What follows belongs to an exercise in optimizing a design on an open flow for small area, a short achievable clock period and few clock cycles per item; a production flow would make more cautious choices.
At most, simulation tests tie the RTL to the original design; equivalence was not proved.
Power figures rest on the tool's default switching activity, not on a simulated workload.

==> flow/design.v <==
module tpe_fparse (
    input  wire         clk,
    input  wire         rst,
    input  wire         in_valid,
    input  wire [7:0]   in_data,
    input  wire         in_last,
    output reg          in_ready,
    output reg          out_valid,
    input  wire         out_ready,
    output reg          out_end,
    output wire [7:0]   out_kind,
    output reg          out_success,
    output reg  [31:0]  out_word,
    output wire [15:0]  out_period,
    output reg          out_flag,
    output reg  [103:0] out_temps,
    output reg  [15:0]  out_cursor
);
    localparam [7:0]  SYNC0       = 8'hCA;
    localparam [7:0]  SYNC1       = 8'hFE;
    localparam [15:0] CRC_POLY    = 16'h1021;
    localparam [15:0] CRC_INIT    = 16'hFFFF;
    function [15:0] crc_byte;
        input [15:0] c_in;
        input [7:0]  b;
        reg   [15:0] c;
        integer      i;
        begin
            c = c_in ^ {b, 8'h00};
            for (i = 0; i < 8; i = i + 1)
                c = c[15] ? ((c << 1) ^ CRC_POLY) : (c << 1);
            crc_byte = c;
        end
    endfunction
    reg  [8:0]  fidx;
    reg         rs;
    wire [8:0]  fe = rs ? 9'd0 : fidx;
    reg  [7:0]  rem;           
    reg         at_last;       
    reg         stopped;       
    reg  [15:0] crc_rx;
    reg  [15:0] crc;
    reg  [2:0]  kind;
    reg         chk;           
    reg  [3:0]  crcgood;       
    reg         lastp;         
    reg         fresh;         
    reg         end_pending;
    reg         end_zero;      
    reg         zq;            
    assign out_kind   = {5'd0, kind};
    assign out_period = out_temps[15:0];
    wire out_free = !out_valid || out_ready;
    wire take = in_valid && in_ready;
    wire wr = !out_valid;      
    wire type_ok = (in_data[7:3] == 5'd0) && (in_data[2:0] != 3'd0) && (in_data[2:0] != 3'd7);
    reg  hdr_bad;
    always @(*) begin
        case (fe)
            9'd0:    hdr_bad = (in_data != SYNC0);
            9'd1:    hdr_bad = (in_data != SYNC1);
            9'd4:    hdr_bad = !type_ok;
            default: hdr_bad = 1'b0;
        endcase
    end
    wire f6 = (fe == 9'd6);
    wire frame_done = f6 ? (in_data == 8'd0) : at_last;
    wire [15:0] crc_next = crc_byte(crc, in_data);
    reg  rec_len_ok;
    always @(*) begin
        case (kind)
            3'd4:    rec_len_ok = (fidx >= 9'd24);
            3'd3:    rec_len_ok = (fidx >= 9'd13);
            3'd6:    rec_len_ok = (fidx != 9'd7);
            default: rec_len_ok = 1'b1;
        endcase
    end
    wire        crc_ok   = chk && (&crcgood);
    wire        rec_b    = crc_ok && rec_len_ok;
    wire [9:0]  csum_lo  = {1'b0, out_cursor[8:0]} + {1'b0, fidx};
    wire [6:0]  cur_hi1  = out_cursor[15:9] + 7'd1;
    wire [15:0] csum     = {csum_lo[9] ? cur_hi1 : out_cursor[15:9], csum_lo[8:0]};
    integer k;
    always @(posedge clk) begin
        case (fe)
            9'd2: crc_rx[7:0]  <= in_data;
            9'd3: crc_rx[15:8] <= in_data;
            9'd4: if (wr) kind        <= in_data[2:0];
            9'd5: if (wr) out_success <= (in_data != 8'd0);
            9'd7: if (wr) out_flag    <= (in_data != 8'd0);
            default: ;
        endcase
        for (k = 0; k < 4; k = k + 1)
            if (wr && fe == 9'd7 + k) out_word[8*k +: 8] <= in_data;
        for (k = 0; k < 13; k = k + 1)
            if (wr && fe == 9'd11 + k) out_temps[8*k +: 8] <= in_data;
        if (f6)
            rem <= in_data;
        else if (take)
            rem <= rem - 8'd1;
        if (fe < 9'd4)
            crc <= CRC_INIT;
        else if (take)
            crc <= crc_next;
        for (k = 0; k < 4; k = k + 1)
            crcgood[k] <= (crc_next[4*k +: 4] == crc_rx[4*k +: 4]);
    end
    reg s0v, s0e, s1v, s1z, s2v;
    reg cur_zero;
    reg restart;
    always @(posedge clk) begin
        s0v = out_valid;   s0e = out_end;
        s1v = end_pending; s1z = end_zero;
        s2v = zq;
        cur_zero = 1'b0;
        restart = take && (in_last || frame_done);
        if (rst) begin
            fidx        <= 9'd0;
            rs          <= 1'b0;
            at_last     <= 1'b0;
            stopped     <= 1'b0;
            chk         <= 1'b0;
            lastp       <= 1'b0;
            fresh       <= 1'b1;
            end_pending <= 1'b0;
            end_zero    <= 1'b0;
            zq          <= 1'b0;
            out_valid   <= 1'b0;
            in_ready    <= 1'b1;
        end else begin
            chk   <= take && frame_done && !stopped;
            lastp <= take && in_last;
            rs   <= restart;
            fidx <= take ? fe + 9'd1 : fe;
            if (restart)
                at_last <= 1'b0;
            else if (take)
                at_last <= f6 ? (in_data == 8'd1) : (fe >= 9'd7 && rem == 8'd2);
            if (take && in_last)
                stopped <= 1'b0;
            else if ((take && !stopped && hdr_bad) || (chk && !(&crcgood) && !lastp))
                stopped <= 1'b1;
            if (crc_ok)
                fresh <= 1'b0;
            if (lastp)
                fresh <= 1'b1;
            if (fresh && !out_valid && !lastp)
                cur_zero = 1'b1;
            if (out_free) begin
                s0v = s1v;  s0e = 1'b1;
                if (s1v && s1z)
                    cur_zero = 1'b1;
                s1v = s2v;  s1z = 1'b1;
                s2v = 1'b0;
            end
            if (rec_b) begin
                s0v = 1'b1; s0e = 1'b0;
                if (lastp) begin
                    s1v = 1'b1; s1z = 1'b0;
                end
            end else if (lastp) begin
                if (!s0v) begin
                    s0v = 1'b1; s0e = 1'b1;
                    if (fresh) cur_zero = 1'b1;
                end else if (!s1v) begin
                    s1v = 1'b1; s1z = s0e;
                    if (fresh && !s0e) cur_zero = 1'b1;
                end else
                    s2v = 1'b1;
            end
            if (crc_ok)
                out_cursor <= csum;
            else if (cur_zero)
                out_cursor <= 16'd0;
            out_valid   <= s0v;
            out_end     <= s0e;
            end_pending <= s1v;
            end_zero    <= s1z;
            zq          <= s2v;
            in_ready    <= !(take && in_last) && !s2v &&
                           !(s0v && (take ? (!(in_last || (!f6 && at_last)) && fe >= 9'd3)
                                          : (fe >= 9'd4)));
        end
    end
endmodule
clock: 4.5 ns
lec_check: 0
abc_clock_period_in_ps: 1500
cap_margin: 20
core_margin: 2
core_utilization: 40
cts_cluster_diameter: 100
cts_cluster_size: 28
setup_slack_margin: 2.3
slew_margin: 20
standard.sh (not shown) runs the stock make flow with config.mk's settings and CLKGATE_MAP_FILE= SYNTH_SCRIPT=/design/flow/synth_recipe.tcl, a recipe that flattens the netlist after the stock synthesis.
==> flow/flow/run.sh <==
#!/bin/bash
# The standard layout, with plain buf_1 cells as the port buffers.
set -euo pipefail
export BUFFER_PORTS_ARGS="-buffer_cell sky130_fd_sc_hd__buf_1"
bash standard.sh > standard_flow.log 2>&1
Then changed:
--- a/flow/config.mk
+++ b/flow/config.mk
@@ -6,5 +6,5 @@
 export NUM_CORES = 4
 export LEC_CHECK = 0
-export ABC_CLOCK_PERIOD_IN_PS = 1500
+export ABC_CLOCK_PERIOD_IN_PS = 2000
 export CAP_MARGIN = 20
 export CORE_MARGIN = 2
@@ -12,4 +12,4 @@
 export CTS_CLUSTER_DIAMETER = 100
 export CTS_CLUSTER_SIZE = 28
-export SETUP_SLACK_MARGIN = 2.3
+export SETUP_SLACK_MARGIN = 2.45
 export SLEW_MARGIN = 20
Effect: Combinational power climbs by about 6%. Worst setup slack is better by 0.019 ns. Maximum frequency climbs by 0.89%.
Then changed:
--- a/flow/config.mk
+++ b/flow/config.mk
@@ -12,4 +12,4 @@
 export CTS_CLUSTER_DIAMETER = 100
 export CTS_CLUSTER_SIZE = 28
-export SETUP_SLACK_MARGIN = 2.45
+export SETUP_SLACK_MARGIN = 2.3
 export SLEW_MARGIN = 20
Worst hold slack gains 0.025 ns. Final cell count shrinks slightly. Cell area drops by a few percent. Area after synthesis does not change. Total power went up slightly. Combinational power falls by a few percent. Worst setup slack got worse by 0.019 ns.
No functional check of the RTL was part of any run of this note.

Another version of the RTL of tpe_fparse (not shown whole).
For scale: roughly 620 cells after synthesis, roughly 190 I/O pins, about 9000 µm² of cells after synthesis.
## tpe_fparse
module tpe_fparse (
    input  wire         clk,
    input  wire         rst,
    input  wire         in_valid,
    input  wire [7:0]   in_data,
    input  wire         in_last,
    output reg          in_ready,
    output reg          out_valid,
    input  wire         out_ready,
    output reg          out_end,
    output wire [7:0]   out_kind,
    output reg          out_success,
    output reg  [31:0]  out_word,
    output wire [15:0]  out_period,
    output reg          out_flag,
    output reg  [103:0] out_temps,
    output reg  [15:0]  out_cursor
);
    localparam [7:0]  SYNC0       = 8'hCA;
    localparam [7:0]  SYNC1       = 8'hFE;
    localparam [15:0] CRC_POLY    = 16'h1021;
    localparam [15:0] CRC_INIT    = 16'hFFFF;
    function [15:0] crc_byte;
        input [15:0] c_in;
        input [7:0]  b;
        reg   [15:0] c;
        integer      i;
        begin
            c = c_in ^ {b, 8'h00};
            for (i = 0; i < 8; i = i + 1)
                c = c[15] ? ((c << 1) ^ CRC_POLY) : (c << 1);
            crc_byte = c;
        end
    endfunction
    reg  [8:0]  fidx;          
    reg  [8:0]  flen;          
    reg         at_last;       
    reg         stopped;       
    reg  [15:0] crc_rx;
    reg  [15:0] crc;
    reg  [2:0]  kind;
    reg         chk;           
    reg  [3:0]  crcgood;       
    reg         lastp;         
    reg         fresh;         
    reg         end_pending;
    reg         end_zero;      
    reg         zq;            
    assign out_kind   = {5'd0, kind};
    assign out_period = out_temps[15:0];
    wire out_free = !out_valid || out_ready;
    wire take = in_valid && in_ready;
    wire wr = !out_valid;      
    wire type_ok = (in_data[7:3] == 5'd0) && (in_data[2:0] != 3'd0) && (in_data[2:0] != 3'd7);
    reg  hdr_bad;
    always @(*) begin
        case (fidx)
            9'd0:    hdr_bad = (in_data != SYNC0);
            9'd1:    hdr_bad = (in_data != SYNC1);
            9'd4:    hdr_bad = !type_ok;
            default: hdr_bad = 1'b0;
        endcase
    end
    wire f6 = (fidx == 9'd6);
    wire frame_done = f6 ? (in_data == 8'd0) : at_last;
    wire [15:0] crc_next = crc_byte(crc, in_data);
    reg  rec_len_ok;
  ...
export LEC_CHECK = 0
export ABC_CLOCK_PERIOD_IN_PS = 2000
export CAP_MARGIN = 20
export CORE_MARGIN = 2
export CORE_UTILIZATION = 40
export SETUP_SLACK_MARGIN = 2.3
export SLEW_MARGIN = 20
create_clock -name core_clock -period 4.5 [get_ports {clk}]
Scripts as last shown in full above: flow/flow/run.sh
Testbench counts at the start, summed over its fixed seeds: cycles 60,390, bytes 59,167.
==> next run, changes <==
Settings changed: ABC_CLOCK_PERIOD_IN_PS 2000 to 1500, CTS_CLUSTER_DIAMETER set to 100, CTS_CLUSTER_SIZE set to 28.
Outcome: The changed run went through all stages and came out clean. Critical path depth came out higher by 3. Maximum frequency came out higher slightly. Total power came out lower by roughly a tenth. First-iteration DRC count came out higher by a few percent. Die area stays the same. Core utilization came out lower by 1.5 points. Global-route usage came out lower by 0.38 points.
==> next run, changes <==
Settings changed: ABC_CLOCK_PERIOD_IN_PS 1500 to 1800, SETUP_SLACK_MARGIN 2.3 to 2.6.
Worst setup slack improves by 46 ps.
Wire length went up by 4.5%.
Cell count climbs by 5.0%.
Maximum frequency went up by 2.2%.
Core utilization is higher by 4.9 points.
Hold slack got worse by 21 ps.
Cell area came out higher by 10%.
==> next run, changes <==
Settings changed: ABC_CLOCK_PERIOD_IN_PS 1800 to 2000, CORE_UTILIZATION 40 to 55, SETUP_SLACK_MARGIN 2.6 to 2.3.
Critical path depth grows by 7.
Maximum frequency shrinks by a few percent.
Global-route usage grows by 6.1 points.
Die area shrinks by a quarter to a third.
Via count shrinks by a few percent.
Core utilization grows by 13 points.
Total power shrinks by a few percent.
Combinational power shrinks by about a fifth.
Area after synthesis stays the same.
==> next run, changes <==
Settings changed: CORE_UTILIZATION 55 to 40.
Outcome: Clock-buffer cell count rises by 2. Via count drops by 2.2%. Total power climbs by 5.8%. Synthesized area does not change.
==> next run, changes <==
Settings changed: ABC_AREA set to 1.
The changed run ran to the end with no violations. Final cell count went up by about a fifth. Worst hold slack is worse by 42 ps. Global-route usage barely changes. Utilization barely changes. Non-clock buffer count increases by 13. Maximum frequency fell by a few percent.

the reference run:
tpe_fparse, a different RTL version from the one above (not shown whole).
For scale: about 630 cells after synthesis, about 190 I/O pins, about 0.0090 mm^2 of cells after synthesis.
==> flow/config.mk <==
export PLATFORM = sky130hd
export DESIGN_NAME = tpe_fparse
export DESIGN_NICKNAME = tpe_fparse
export VERILOG_FILES = /design/flow/design.v
export SDC_FILE = /design/flow/constraint.sdc
export NUM_CORES = 4
export LEC_CHECK = 0
export ABC_CLOCK_PERIOD_IN_PS = 2000
export CAP_MARGIN = 20
export CORE_MARGIN = 2
export CORE_UTILIZATION = 40
export CTS_CLUSTER_DIAMETER = 100
export CTS_CLUSTER_SIZE = 28
export SETUP_SLACK_MARGIN = 2.3
export SLEW_MARGIN = 20
==> flow/constraint.sdc <==
create_clock -name core_clock -period 4.5 [get_ports {clk}]
set_input_delay 0.9000 -clock core_clock [delete_from_list [all_inputs] [get_ports {clk}]]
set_output_delay 0.9000 -clock core_clock [all_outputs]
set_load 0.01 [all_outputs]
Scripts as last shown in full above: flow/flow/run.sh
#### Input delta (the trial run over the reference run)
Settings: swapping 2.3 for 2.45 in SETUP_SLACK_MARGIN.
==> comparison <==
- Going from the reference run to the trial run, data required time at the worst endpoint shows a reduction of 240 ps, combinational power saw an increase, instance area after placement +0.65%, net count reported at finish up 25.
- The run showing the smaller synthesis-to-layout area growth is the reference run.
- The trial run vs the reference run, number of resized instances in the post-cts repair step went up by 5.
- Against the reference run as the reference, the trial run delivers a higher global-route wire length before repair.
- Looking at wire length, the trial run sits about 1.5% higher than the reference run does.
- [the trial run vs the reference run] number of cells traversed by the worst register-to-register path: lower in the trial run
No run of this note included a check of the RTL's function; only the layout flow was run.

## run 1
Another version of the RTL of tpe_fparse (not shown whole).
For scale: about 620 cells after synthesis, roughly 220 flip-flops, roughly 8800 sq um of cells after synthesis.
Settings: LEC_CHECK=0, ABC_CLOCK_PERIOD_IN_PS=2000, CAP_MARGIN=20, CORE_MARGIN=2, CORE_UTILIZATION=40, CTS_CLUSTER_DIAMETER=100, CTS_CLUSTER_SIZE=28, SETUP_SLACK_MARGIN=2.45, SLEW_MARGIN=20; clock period 4.5 ns.
==> flow/flow/run.sh <==
#!/bin/bash
# The standard layout, with plain buf_1 cells as the port buffers and a
# clock tree without buffers at its branching points.
set -euo pipefail
export BUFFER_PORTS_ARGS="-buffer_cell sky130_fd_sc_hd__buf_1"
export CTS_ARGS="-sink_clustering_enable -repair_clock_nets -sink_clustering_size 28 -sink_clustering_max_diameter 100 -branching_point_buffers_distance 2000 -distance_between_buffers 2000"
bash standard.sh > standard_flow.log 2>&1
Testbench counts of run 1, summed over its fixed seeds: cycles 60,390, bytes 59,167.
#### Input delta (run 2 over run 1)
Settings: changing CTS_CLUSTER_SIZE from 28 to 22; changing CTS_CLUSTER_DIAMETER from 100 to 80.
==> flow/flow/run.sh <==
#!/bin/bash
# The standard layout, with plain buf_1 cells as the port buffers.
set -euo pipefail
export BUFFER_PORTS_ARGS="-buffer_cell sky130_fd_sc_hd__buf_1"
bash standard.sh > standard_flow.log 2>&1
- Re number of library cell types mapped by synthesis: no difference whatsoever between run 1 and run 2.
- The setup slack on the worst flop-to-flop path of run 2 was inferior to that of run 1.
- Aggregate routed wire length delta (run 2 -> run 1): insignificant
- Clock latency of the later-clocked register in the worst-skew pair delta (run 1 -> run 2): insignificant
- Run 1 -> run 2: die footprint delta 0, exact match
- Number of non-filler instances in the completed layout went down slightly going from run 1 to run 2.
- Mean instance size in the synthesized netlist came out exactly the same in run 1 and run 2.
- Run 2 ended with less number of buffers other than clock buffers in the final layout than run 1.
- Run 1 has lower global-route wire length before repair than run 2.
- Ratio of final minimum period to clock period: run 2 vs run 1 up 0.82 points
- Compared run 2 vs run 1, and hold slack is up in run 2.
The inputs of run 3 differ from those of run 2 as listed below.
Settings: CTS_CLUSTER_SIZE: 22 -> 34; CTS_CLUSTER_DIAMETER: 80 -> 120.
Notes after the runs:
Run 3 ended with every stage complete and zero timing, DRC or antenna violations.
Summary: with run 2 as the reference, cell area in run 3 moved down slightly.
Changes observed in run 3 relative to run 2: area growth from synthesis to layout dropped 0.55 points, largest fanout of any net on the critical path dropped 12.

separate check: timing with driven ports:
Ports are ideal in the flow. The routed layouts listed here were re-timed in OpenROAD.
Step 1 (the two cells are an assumption about what drives the block):
set clk [get_ports {clk}]
set_driving_cell -lib_cell sky130_fd_sc_hd__clkbuf_16 $clk
set_driving_cell -lib_cell sky130_fd_sc_hd__buf_2 [delete_from_list [all_inputs] $clk]
Step 2 times the ports against the registers' clock, not the clock port: input delays grow and output delays shrink by t, the midpoint of the rising clock arrivals with the driver on.
Slacks: no drivers / after step 1 / after step 2; pairs: no drivers / after step 1.
| run | t, ns | setup WS [ns] | worst setup path after step 2 |
|---|---|---|---|
| the first run of note 1 | 0.514 | 2.287 / 2.287 / 1.835 | input to register |
| the second run of note 1 | 0.504 | 2.306 / 2.306 / 2.030 | input to register |
| the third run of note 1 | 0.514 | 2.287 / 2.287 / 1.835 | input to register |
| the first run of note 2 | 0.557 | 2.389 / 2.342 / 1.958 | input to register |
| the second run of note 2 | 0.512 | 2.398 / 2.360 / 1.991 | input to register |
| the third run of note 2 | 0.518 | 2.444 / 2.400 / 2.126 | input to register |
| the fourth run of note 2 | 0.497 | 2.334 / 2.334 / 1.990 | input to register |
| the fifth run of note 2 | 0.512 | 2.398 / 2.360 / 1.991 | input to register |
| the sixth run of note 2 | 0.518 | 2.320 / 2.320 / 2.001 | input to register |
| the reference run | 0.508 | 2.327 / 2.323 / 1.897 | input to register |
| the trial run | 0.500 | 2.333 / 2.333 / 1.992 | input to register |
| run 1 | 0.496 | 2.485 / 2.448 / 2.109 | input to register |
| run 2 | 0.504 | 2.448 / 2.433 / 1.974 | input to register |
| run 3 | 0.510 | 2.473 / 2.427 / 2.060 | input to register |
After both steps setup and hold are still met in every run listed. The setup slack of run 2, which loses most, moves by -0.015 ns with the drivers and by -0.474 ns with both steps.
